From an optimization exercise on the open Yosys and OpenROAD flow, aimed at small area; shortcuts taken in it are not production practice. In this exercise RTL edits were held to simulation tests only and were not proved equivalent to the original. No driver is modelled on the clock port, so clock power and skew are understated where the tree is cut down; a real chip needs a root buffer or a tree. Power and IR drop assume default switching activity.

Design umfm_codec, start of the top module:
module umfm_codec (
    input  wire        clk,
    input  wire        rst,
    input  wire        cmd_valid,
    input  wire [3:0]  cmd_op,
    input  wire [31:0] cmd_arg,
    output reg         rsp_valid,
    output wire [31:0] rsp_data,
    output reg         rsp_illegal
);
Size: about 73 I/O pins, ~1200 µm² of cells after synthesis.
==> flow/config.mk <==
export PLATFORM = sky130hd
export DESIGN_NAME = umfm_codec
export DESIGN_NICKNAME = umfm_codec
export VERILOG_FILES = /design/flow/design.v
export SDC_FILE = /design/flow/constraint.sdc
export NUM_CORES = 4
export LEC_CHECK = 0
export ABC_AREA = 1
export CAP_MARGIN = 20
export CORE_AREA = 2.3 2.72 62.56 62.56
export DIE_AREA = 0 0 65 65
export SLEW_MARGIN = 20
==> flow/constraint.sdc <==
create_clock -name core_clock -period 5.0 [get_ports {clk}]
set_input_delay 1.0000 -clock core_clock [delete_from_list [all_inputs] [get_ports {clk}]]
set_output_delay 1.0000 -clock core_clock [all_outputs]
set_load 0.01 [all_outputs]
standard.sh (not shown) runs the stock make flow with config.mk's settings and CLKGATE_MAP_FILE= SYNTH_SCRIPT=/design/flow/synth_recipe.tcl, a recipe that flattens the netlist after the stock synthesis.
==> flow/flow/run.sh <==
#!/bin/bash
# Own layout flow: the standard ORFS flow (standard.sh) with these changes:
#  - after the standard synthesis, the gates between the registers are
#    re-mapped with a stronger ABC script, several seeds, keeping the
#    smallest (flow/resyn_best.sh, flow/resyn.sh); the registers are
#    untouched, and each new netlist is proven equivalent before it is used;
#  - each port gets the smallest buffer (buf_1);
#  - the clock tree is a few clock buffers fed from the clock port, one per
#    cluster of registers (flow/manual_cts.tcl);
#  - power recovery after global routing downsizes non-critical gates.
# Each tool writes its full output to a log file in this folder (and ORFS's
# own logs under orfs/logs/).
set -euo pipefail
here=$(pwd)
R=$here/orfs/results/sky130hd/umfm_codec/base
export BUFFER_PORTS_ARGS="-buffer_cell sky130_fd_sc_hd__buf_1"
export PRE_CTS_TCL=$here/flow/manual_cts.tcl
export MANUAL_CTS_BUF=${MANUAL_CTS_BUF:-sky130_fd_sc_hd__clkbuf_4}
export MANUAL_CTS_N=${MANUAL_CTS_N:-3}
export RECOVER_POWER=100

bash standard.sh synth > standard_synth.log 2>&1
cp $R/1_2_yosys.v $here/standard_1_2_yosys.v
if bash flow/resyn_best.sh $here/standard_1_2_yosys.v $here/resyn/out.v $here/resyn > resyn.log 2>&1; then
  cp $here/resyn/out.v $R/1_2_yosys.v
  echo "resyn: using the re-mapped netlist" >> resyn.log
else
  echo "resyn: failed, keeping the standard netlist" >> resyn.log
fi
bash standard.sh finish > standard_flow.log 2>&1
==> flow/flow/manual_cts.tcl <==
rename clock_tree_synthesis orig_clock_tree_synthesis
proc clock_tree_synthesis {args} {
  set cell $::env(MANUAL_CTS_BUF)
  set k $::env(MANUAL_CTS_N)
  set block [ord::get_db_block]
  set dbu [$block getDbUnitsPerMicron]
  set net [$block findNet clk]
  set pins {}
  set px {}
  set py {}
  foreach it [$net getITerms] {
    set bb [[$it getInst] getBBox]
    lappend pins "[[$it getInst] getName]/[[$it getMTerm] getName]"
    lappend px [expr {([$bb xMin] + [$bb xMax]) / 2.0 / $dbu}]
    lappend py [expr {([$bb yMin] + [$bb yMax]) / 2.0 / $dbu}]
  }
  set n [llength $pins]
  # k-means, seeded along x
  set order [lsort -real -indices $px]
  set cx {}; set cy {}
  for {set c 0} {$c < $k} {incr c} {
    set i [lindex $order [expr {int(($c + 0.5) * $n / $k)}]]
    lappend cx [lindex $px $i]; lappend cy [lindex $py $i]
  }
  for {set iter 0} {$iter < 50} {incr iter} {
    set asg {}
    for {set i 0} {$i < $n} {incr i} {
      set best 0; set bd 1e30
      for {set c 0} {$c < $k} {incr c} {
        set d [expr {abs([lindex $px $i] - [lindex $cx $c]) + abs([lindex $py $i] - [lindex $cy $c])}]
        if {$d < $bd} {set bd $d; set best $c}
      }
      lappend asg $best
    }
    for {set c 0} {$c < $k} {incr c} {
      set sx 0; set sy 0; set m 0
      for {set i 0} {$i < $n} {incr i} {
        if {[lindex $asg $i] == $c} {set sx [expr {$sx + [lindex $px $i]}]; set sy [expr {$sy + [lindex $py $i]}]; incr m}
      }
      if {$m > 0} {lset cx $c [expr {$sx / $m}]; lset cy $c [expr {$sy / $m}]}
    }
  }
  for {set c 0} {$c < $k} {incr c} {
    set lp {}
    for {set i 0} {$i < $n} {incr i} {
      if {[lindex $asg $i] == $c} {lappend lp [get_pins [lindex $pins $i]]}
    }
    if {[llength $lp] == 0} continue
    puts "manual CTS: $cell for [llength $lp] sinks at ([lindex $cx $c], [lindex $cy $c])"
    insert_buffer -buffer_cell $cell -net clk -load_pins $lp -location [list [lindex $cx $c] [lindex $cy $c]] -buffer_name clkbuf_leaf_$c -net_name clknet_leaf_$c
  }
  set_propagated_clock [all_clocks]
}
==> flow/flow/resyn.abc <==
strash; &get -n; &deepsyn -S @SEED@ -T 20; &dch -f; &nf -R 1000; &put; mfs3 -a; topo
==> flow/flow/resyn_best.sh <==
#!/bin/bash
# resyn_best.sh IN.v OUT.v WORKDIR: run resyn.sh with several ABC seeds in
# parallel, keep the smallest proven netlist, then try once more from it.
# Exits non-zero if no candidate was proven equal to IN.
set -uo pipefail
IN=$1; OUT=$2; W=$3
here=$(cd "$(dirname "$0")" && pwd)
mkdir -p $W
best=""; best_area=""
round() {
  local src=$1 tag=$2
  for s in 1 2 3 4; do
    mkdir -p $W/$tag$s
    sed "s/@SEED@/$s/" $here/resyn.abc > $W/$tag$s/script.abc
    bash $here/resyn.sh $src $W/$tag$s/out.v $W/$tag$s $W/$tag$s/script.abc > $W/$tag$s/resyn.log 2>&1 &
  done
  wait
  for s in 1 2 3 4; do
    d=$W/$tag$s
    if grep -q "SUCCESS" $d/resyn_equiv.log 2>/dev/null && [[ -s $d/out.v ]]; then
      a=$(awk '/Chip area/ {print $NF}' $d/stat_after.txt)
      echo "$tag$s: $a" >> $W/summary.txt
      if [[ -z "$best_area" ]] || awk "BEGIN{exit !($a < $best_area)}"; then best=$d/out.v; best_area=$a; fi
    else
      echo "$tag$s: failed" >> $W/summary.txt
    fi
  done
}
round $IN a
[[ -n "$best" ]] || exit 1
round $best b
echo "best: $best ($best_area)" >> $W/summary.txt
cp $best $OUT
Other scripts of this flow, unchanged in this note and not shown: flow/flow/cutregs.py, flow/flow/resyn.sh
Next try:
--- a/flow/flow/run.sh
+++ b/flow/flow/run.sh
@@ -17,4 +17,4 @@
 export PRE_CTS_TCL=$here/flow/manual_cts.tcl
-export MANUAL_CTS_BUF=${MANUAL_CTS_BUF:-sky130_fd_sc_hd__clkbuf_4}
-export MANUAL_CTS_N=${MANUAL_CTS_N:-3}
+export MANUAL_CTS_BUF=${MANUAL_CTS_BUF:-sky130_fd_sc_hd__clkbuf_8}
+export MANUAL_CTS_N=${MANUAL_CTS_N:-2}
 export RECOVER_POWER=100
The new run completed with no timing, DRC or antenna violations. Core utilization came out higher by 0.17 points. Design area came out higher by 0.40%. Setup slack is better by 0.38 ns. Maximum frequency came out higher by 14%.
Next try:
--- a/flow/flow/run.sh
+++ b/flow/flow/run.sh
@@ -17,4 +17,4 @@
 export PRE_CTS_TCL=$here/flow/manual_cts.tcl
-export MANUAL_CTS_BUF=${MANUAL_CTS_BUF:-sky130_fd_sc_hd__clkbuf_8}
-export MANUAL_CTS_N=${MANUAL_CTS_N:-2}
+export MANUAL_CTS_BUF=${MANUAL_CTS_BUF:-sky130_fd_sc_hd__clkbuf_4}
+export MANUAL_CTS_N=${MANUAL_CTS_N:-3}
 export RECOVER_POWER=100
--- a/flow/config.mk
+++ b/flow/config.mk
@@ -11,2 +11,3 @@
 export DIE_AREA = 0 0 65 65
+export GPL_TIMING_DRIVEN = 0
 export SLEW_MARGIN = 20
The new run finished with timing, DRC and antenna clean.
Via count rose by a few percent.
Total power climbs slightly.
Hold slack hardly moves.
Next try:
==> flow/flow/resyn.abc (replaced) <==
strash; &get -n; &deepsyn -S @SEED@ -T 30; &dch -f; &nf -R 1000; &put; mfs3 -a; topo
--- a/flow/flow/resyn_best.sh
+++ b/flow/flow/resyn_best.sh
@@ -1,4 +1,4 @@
 #!/bin/bash
-# resyn_best.sh IN.v OUT.v WORKDIR: run resyn.sh with several ABC seeds in
-# parallel, keep the smallest proven netlist, then try once more from it.
+# resyn_best.sh IN.v OUT.v WORKDIR: run resyn.sh with eight ABC seeds, four
+# at a time, and keep the smallest netlist proven equal to IN.
 # Exits non-zero if no candidate was proven equal to IN.
@@ -10,4 +10,4 @@
 round() {
-  local src=$1 tag=$2
-  for s in 1 2 3 4; do
+  local src=$1 tag=$2 seeds=$3
+  for s in $seeds; do
     mkdir -p $W/$tag$s
@@ -17,3 +17,3 @@
   wait
-  for s in 1 2 3 4; do
+  for s in $seeds; do
     d=$W/$tag$s
@@ -28,5 +28,5 @@
 }
-round $IN a
+round $IN a "1 2 3 4"
+round $IN b "5 6 7 8"
 [[ -n "$best" ]] || exit 1
-round $best b
 echo "best: $best ($best_area)" >> $W/summary.txt
--- a/flow/config.mk
+++ b/flow/config.mk
@@ -11,3 +11,2 @@
 export DIE_AREA = 0 0 65 65
-export GPL_TIMING_DRIVEN = 0
 export SLEW_MARGIN = 20
Power is lower by 2.7%.
Area after synthesis came out lower by 0.92%.
Final area decreases by 0.72%.
Clock skew rose by 0.011 ns.
Routed wire length rose by 2.4%.
Maximum frequency grows by 8.0%.
Die area does not change.
Combinational power is lower by 11%.
Sequential power is lower by about 2%.
Cell count grows by 1.2%.
Via count drops by 2.0%.
No run of this note takes its clock network from TritonCTS; it comes from the design's own scripts or RTL.

========
umfm_codec, a different RTL version from the one above (not shown whole).
Size in the first run: roughly 73 I/O pins, ~1800 um2 of cells after synthesis.
export LEC_CHECK = 0
export ABC_AREA = 1
export CAP_MARGIN = 20
export CORE_MARGIN = 2
export CORE_UTILIZATION = 45
export SLEW_MARGIN = 20
create_clock -name core_clock -period 5.0 [get_ports {clk}]
==> flow/flow/run.sh <==
#!/bin/bash
# Standard ORFS layout with three changes:
#  - each port gets the smallest buffer (buf_1);
#  - the clock tree is a few clock buffers fed from the clock port, one per
#    cluster of registers (flow/manual_cts.tcl);
#  - power recovery after global routing downsizes non-critical gates.
set -euo pipefail
here=$(pwd)
export BUFFER_PORTS_ARGS="-buffer_cell sky130_fd_sc_hd__buf_1"
export PRE_CTS_TCL=$here/flow/manual_cts.tcl
export MANUAL_CTS_BUF=${MANUAL_CTS_BUF:-sky130_fd_sc_hd__clkbuf_8}
export MANUAL_CTS_N=${MANUAL_CTS_N:-2}
export RECOVER_POWER=100
bash standard.sh finish > standard_flow.log 2>&1
Scripts as last shown in full above: flow/flow/manual_cts.tcl
The first run finished with timing, DRC and antenna clean.
Change:
Settings changed: CORE_UTILIZATION 45 to 52.
After rerunning: Area after synthesis does not change. Die area shrinks by 13%. Worst setup slack is worse by 0.033 ns. Routed wire length shrinks by 4.9%. Sequential power stays flat. Fmax went down by 1.5%. Cell count decreases by 1.1%. Design area stays flat.
No run of this note takes its clock network from TritonCTS; it comes from the design's own scripts or RTL.

what the ideal ports hide:
Ports are ideal in the flow. The routed layouts listed here were re-timed in OpenROAD. Step 1, drivers: a clkbuf_16 drives clk and a buf_2 each remaining input, both assumed. Step 2 also shifts input and output timing later by t, the mid clock arrival at the registers, as if the neighbouring blocks saw the same clock. Three values: ideal, step 1, step 2; two values: the first two.
| run | t (ns) | setup WS [ns] | hold WS [ns] | worst setup path at the end |
|---|---|---|---|---|
| the first run of note 1 | 0.190 | 1.840 / 1.855 / 1.666 | 0.494 / 0.494 / 0.494 | input to register |
| the second run of note 1 | 0.176 | 2.220 / 2.229 / 2.053 | 0.504 / 0.504 / 0.504 | input to register |
| the third run of note 1 | 0.195 | 1.885 / 1.902 / 1.708 | 0.502 / 0.502 / 0.502 | input to register |
| the fourth run of note 1 | 0.194 | 2.116 / 2.131 / 1.938 | 0.497 / 0.497 / 0.497 | input to register |
| the first run of note 2 | 0.202 | 2.792 / 2.802 / 2.600 | 0.482 / 0.482 / 0.482 | input to register |
| the second run of note 2 | 0.202 | 2.759 / 2.767 / 2.565 | 0.467 / 0.467 / 0.467 | input to register |
After both steps every run listed still meets setup and hold. The setup slack of the second run of note 2, which loses most, moves by +0.008 ns with the drivers and by -0.194 ns with both steps.
